From an optimization exercise on the open Yosys and OpenROAD flow, aimed at small area; shortcuts taken in it are not production practice. Where RTL was checked, it was by simulation tests only, not by an equivalence proof against the original. The clock port is modelled as an ideal driver, which makes a skipped or thinned clock tree look cheaper than it is; a real chip needs a root buffer or a tree.

## the reference run
==> module sigma_delta_modulator, before the edit <==
module sigma_delta_modulator #(
    parameter integer N  = 1024,
    parameter integer F  = 14,
    parameter integer SW = F + 2,
    parameter integer M  = N / 8,
    parameter integer AW = F + 1 + $clog2(N + 2),
    parameter integer IW = (N > 1) ? $clog2(N) : 1,
    parameter integer CW = (M > 1) ? $clog2(M) : 1
) (
    input  wire          clk,
    input  wire          rst,
    input  wire          start,
    input  wire          sample_valid,
    input  wire [SW-1:0] sample_data,
    output wire [IW-1:0] sample_idx,
    output reg           busy,
    output wire          done,
    output wire          fault,
    output wire [1:0]    fault_cause,
    output reg           byte_valid,
    output wire [CW-1:0] byte_addr,
    output wire [7:0]    byte_data
);
    localparam integer HW = AW - F;             
    reg [2:0]    idx;
    reg [CW-1:0] ba;
    reg [F-1:0]  lo_n;
    reg [HW-1:0] hi_n;
    reg          cy_n;
    reg [6:0]    sh;
    wire mod_bit = hi_n[HW-1] ^ (~cy_n & ~(|hi_n[HW-2:0]));
    wire en = sample_valid;
    wire [2:0]    k       = {sample_data[SW-1], sample_data[SW-1:F]} + {mod_bit, mod_bit, 1'b1};
    wire [HW-1:0] add_hi  = en ? {{(HW-3){k[2]}}, k} : {HW{1'b0}};
    wire [F-1:0]  add_lo  = en ? sample_data[F-1:0] : {F{1'b0}};
    wire [F:0]    c_lo_n;
    wire [HW:0]   c_hi_n;
    wire [F-1:0]  s_lo_n;
    wire [HW-1:0] s_hi_n;
    sdm_ha_n u_lo0 (.a_n(lo_n[0]), .b(add_lo[0]), .s_n(s_lo_n[0]), .co_n(c_lo_n[1]));
    assign c_hi_n[0] = cy_n;
    genvar i;
    generate
        for (i = 1; i < F; i = i + 1) begin : g_lo
            sdm_fa u_fa (.a(lo_n[i]), .b(~add_lo[i]), .ci(c_lo_n[i]), .s(s_lo_n[i]), .co(c_lo_n[i+1]));
        end
        for (i = 0; i < HW; i = i + 1) begin : g_hi
            sdm_fa u_fa (.a(hi_n[i]), .b(~add_hi[i]), .ci(c_hi_n[i]), .s(s_hi_n[i]), .co(c_hi_n[i+1]));
        end
    endgenerate
    wire [3:0]    ic;
    wire [2:0]    idx_inc;
    assign ic[0] = en;
    generate
        for (i = 0; i < 3; i = i + 1) begin : g_idx
            sdm_ha u_ha (.a(idx[i]), .b(ic[i]), .s(idx_inc[i]), .co(ic[i+1]));
        end
    endgenerate
    wire last_of_byte  = ic[3];                              
    wire last_of_frame = last_of_byte & (ba == M - 2);       
    wire [CW:0]   bc;
    wire [CW-1:0] ba_inc;
    assign ba_inc[0] = ~ba[0];
    assign bc[1]     = ba[0];
    generate
        for (i = 1; i < CW; i = i + 1) begin : g_ba
            sdm_ha u_ha (.a(ba[i]), .b(bc[i]), .s(ba_inc[i]), .co(bc[i+1]));
        end
    endgenerate
    always @(posedge clk) begin
        if (start) begin
            lo_n <= {F{1'b0}};
            hi_n <= {HW{1'b1}};
            cy_n <= 1'b1;
            idx  <= 3'd0;
            ba   <= {CW{1'b1}};
        end else begin
            lo_n <= s_lo_n;
            hi_n <= s_hi_n;
            cy_n <= c_lo_n[F];
            idx  <= idx_inc;
            if (last_of_byte)
                ba <= ba_inc;
        end
        if (en)
            sh <= {sh[5:0], mod_bit};
    end
    always @(posedge clk) begin
        if (rst) begin
            busy       <= 1'b0;
            byte_valid <= 1'b0;
        end else if (start) begin
            busy       <= 1'b1;
            byte_valid <= 1'b0;
        end else begin
            if (busy && last_of_frame)
                busy <= 1'b0;
            byte_valid <= busy && last_of_byte;
        end
    end
    assign sample_idx  = {ba_inc, idx};
    assign done        = byte_valid & ~busy;
    assign byte_addr   = ba;
    assign byte_data   = {sh, mod_bit};
    assign fault       = 1'b0;
    assign fault_cause = 2'b00;
endmodule
==> module sdm_ha_n, before the edit <==
module sdm_ha_n (
    input  wire a_n,
    input  wire b,
    output wire s_n,
    output wire co_n
);
    wire b_n = ~b;
    assign s_n  = ~(a_n ^ b_n);
    assign co_n = a_n | b_n;
endmodule
Settings: LEC_CHECK=0, CAP_MARGIN=20, CORE_MARGIN=2, CORE_UTILIZATION=70, PLACE_DENSITY=0.8, SLEW_MARGIN=20, SYNTH_HIERARCHICAL=1; clock period 8.0 ns.
standard.sh (not shown) runs the stock make flow with config.mk's settings and CLKGATE_MAP_FILE= SYNTH_SCRIPT=/design/flow/synth_recipe.tcl, a recipe that flattens the netlist after the stock synthesis.
==> flow/flow/run.sh <==
#!/bin/bash
# The standard layout with these changes:
# - the smallest buffer on each input and output port, and a stronger one
#   (instead of extra buffers) on the input ports that fan out widely
#   (port_buffers.tcl, after global placement);
set -euo pipefail
here=$(pwd)
export BUFFER_PORTS_ARGS="-buffer_cell sky130_fd_sc_hd__buf_1"
export POST_GLOBAL_PLACE_TCL="$here/flow/port_buffers.tcl"
export CTS_ARGS="-sink_clustering_enable -repair_clock_nets -dont_use_dummy_load -buf_list sky130_fd_sc_hd__clkbuf_8"
export CLK_SLEW_TARGET_PS=115
export CLK_CELLS="sky130_fd_sc_hd__clkbuf_2 sky130_fd_sc_hd__buf_2 sky130_fd_sc_hd__clkbuf_4 sky130_fd_sc_hd__buf_4 sky130_fd_sc_hd__buf_6 sky130_fd_sc_hd__clkbuf_8 sky130_fd_sc_hd__buf_8 sky130_fd_sc_hd__buf_12 sky130_fd_sc_hd__clkbuf_16"
export POST_CTS_TCL="$here/flow/clock_leaves.tcl"
bash standard.sh > standard.log 2>&1
Other scripts of this flow, unchanged in this note and not shown: flow/flow/clock_leaves.tcl, flow/flow/port_buffers.tcl
What the trial run does differently from the reference run at the input level:
-- flow/design.v --
<<< the reference run, line 25
    reg [2:0]    idx;
    reg [CW-1:0] ba;
    reg [F-1:0]  lo_n;
    reg [HW-1:0] hi_n;
    reg          cy_n;
>>> the trial run, line 25
    reg [2:0]    idx;
    reg [CW-1:0] ba;
    reg          lo0;
    reg [F-1:1]  lo_n;
    reg [HW-1:0] hi_n;
    reg          cy_n;
<<< the reference run, line 36
    wire [F:0]    c_lo_n;
    wire [HW:0]   c_hi_n;
    wire [F-1:0]  s_lo_n;
    wire [HW-1:0] s_hi_n;
    sdm_ha_n u_lo0 (.a_n(lo_n[0]), .b(add_lo[0]), .s_n(s_lo_n[0]), .co_n(c_lo_n[1]));
    assign c_hi_n[0] = cy_n;
    genvar i;
>>> the trial run, line 37
    wire [F:0]    c_lo_n;
    wire [HW:0]   c_hi_n;
    wire [F-1:1]  s_lo_n;
    wire          s_lo0;
    wire [HW-1:0] s_hi_n;
    sdm_xor   u_lo0_s (.a(lo0), .b(add_lo[0]), .y(s_lo0));
    sdm_nand3 u_lo0_c (.a(lo0), .b(sample_data[0]), .c(en), .y(c_lo_n[1]));
    assign c_hi_n[0] = cy_n;
    genvar i;
<<< the reference run, line 59
    wire last_of_byte  = ic[3];                              
    wire last_of_frame = last_of_byte & (ba == M - 2);       
    wire [CW:0]   bc;
    wire [CW-1:0] ba_inc;
    assign ba_inc[0] = ~ba[0];
    assign bc[1]     = ba[0];
    generate
        for (i = 1; i < CW; i = i + 1) begin : g_ba
            sdm_ha u_ha (.a(ba[i]), .b(bc[i]), .s(ba_inc[i]), .co(bc[i+1]));
        end
>>> the trial run, line 62
    wire last_of_byte  = ic[3];                              
    wire last_of_frame = last_of_byte & (ba == M - 2);       
    wire [CW-1:0] bc;
    wire [CW-1:0] ba_inc;
    assign ba_inc[0] = ~ba[0];
    assign bc[1]     = ba[0];
    assign ba_inc[CW-1] = ba[CW-1] ^ bc[CW-1];
    generate
        for (i = 1; i < CW - 1; i = i + 1) begin : g_ba
            sdm_ha u_ha (.a(ba[i]), .b(bc[i]), .s(ba_inc[i]), .co(bc[i+1]));
        end
<<< the reference run, line 70
    always @(posedge clk) begin
        if (start) begin
            lo_n <= {F{1'b0}};
            hi_n <= {HW{1'b1}};
            cy_n <= 1'b1;
>>> the trial run, line 74
    always @(posedge clk) begin
        if (start) begin
            lo0  <= 1'b1;
            lo_n <= {(F-1){1'b0}};
            hi_n <= {HW{1'b1}};
            cy_n <= 1'b1;
<<< the reference run, line 76
            ba   <= {CW{1'b1}};
        end else begin
            lo_n <= s_lo_n;
            hi_n <= s_hi_n;
>>> the trial run, line 81
            ba   <= {CW{1'b1}};
        end else begin
            lo0  <= s_lo0;
            lo_n <= s_lo_n;
            hi_n <= s_hi_n;
<<< the reference run, line 115
    assign {co, s} = a + b + ci;
endmodule
module sdm_ha_n (
    input  wire a_n,
    input  wire b,
    output wire s_n,
    output wire co_n
);
    wire b_n = ~b;
    assign s_n  = ~(a_n ^ b_n);
    assign co_n = a_n | b_n;
endmodule
module sdm_ha (
>>> the trial run, line 121
    assign {co, s} = a + b + ci;
endmodule
module sdm_xor (
    input  wire a,
    input  wire b,
    output wire y
);
    assign y = a ^ b;
endmodule
module sdm_nand3 (
    input  wire a,
    input  wire b,
    input  wire c,
    output wire y
);
    assign y = ~(a & b & c);
endmodule
module sdm_ha (
--- outcome ---
- On synthesized cell count, the lower figure sits with the trial run, not the reference run.
- Delta (the trial run minus the reference run): area growth from synthesis to layout held steady, biggest cell delay along the critical path grew by 0.04 ns, final critical path time including I/O delays and setup shrank by 0.14 ns, maximum frequency grew by about 2%.
- The trial run vs the reference run: detailed-route wire length on metal 1 down by a few percent
Function not checked in the trial run: the RTL went through the layout flow alone.

-- afterwards: timing with drivers on the ports --
The flow's constraints put no driver on any port. The routed layouts listed below were extracted and timed again, unchanged, in two steps.
Step 1 (the two cells are an assumption about what drives the block):
set clk [get_ports {clk}]
set_driving_cell -lib_cell sky130_fd_sc_hd__clkbuf_16 $clk
set_driving_cell -lib_cell sky130_fd_sc_hd__buf_2 [delete_from_list [all_inputs] $clk]
Step 2 moves the port delays by t, midway between the first and last clock arrival at a register: inputs arrive t later, outputs are due t later. That takes back most of the time a late clock gives input paths.
Three values: ideal, step 1, step 2; two values: the first two.
run | t, ns | slack for setup (ns) | slew at the worst register clock pin (ns)
the reference run | 0.188 | 0.361 / 0.385 / 0.198 | 0.11 / 0.11
the trial run | 0.196 | 0.505 / 0.524 / 0.328 | 0.11 / 0.11
After both steps setup and hold are still met in every run listed. The setup slack of the trial run, which loses most, moves by +0.019 ns with the drivers and by -0.177 ns with both steps.
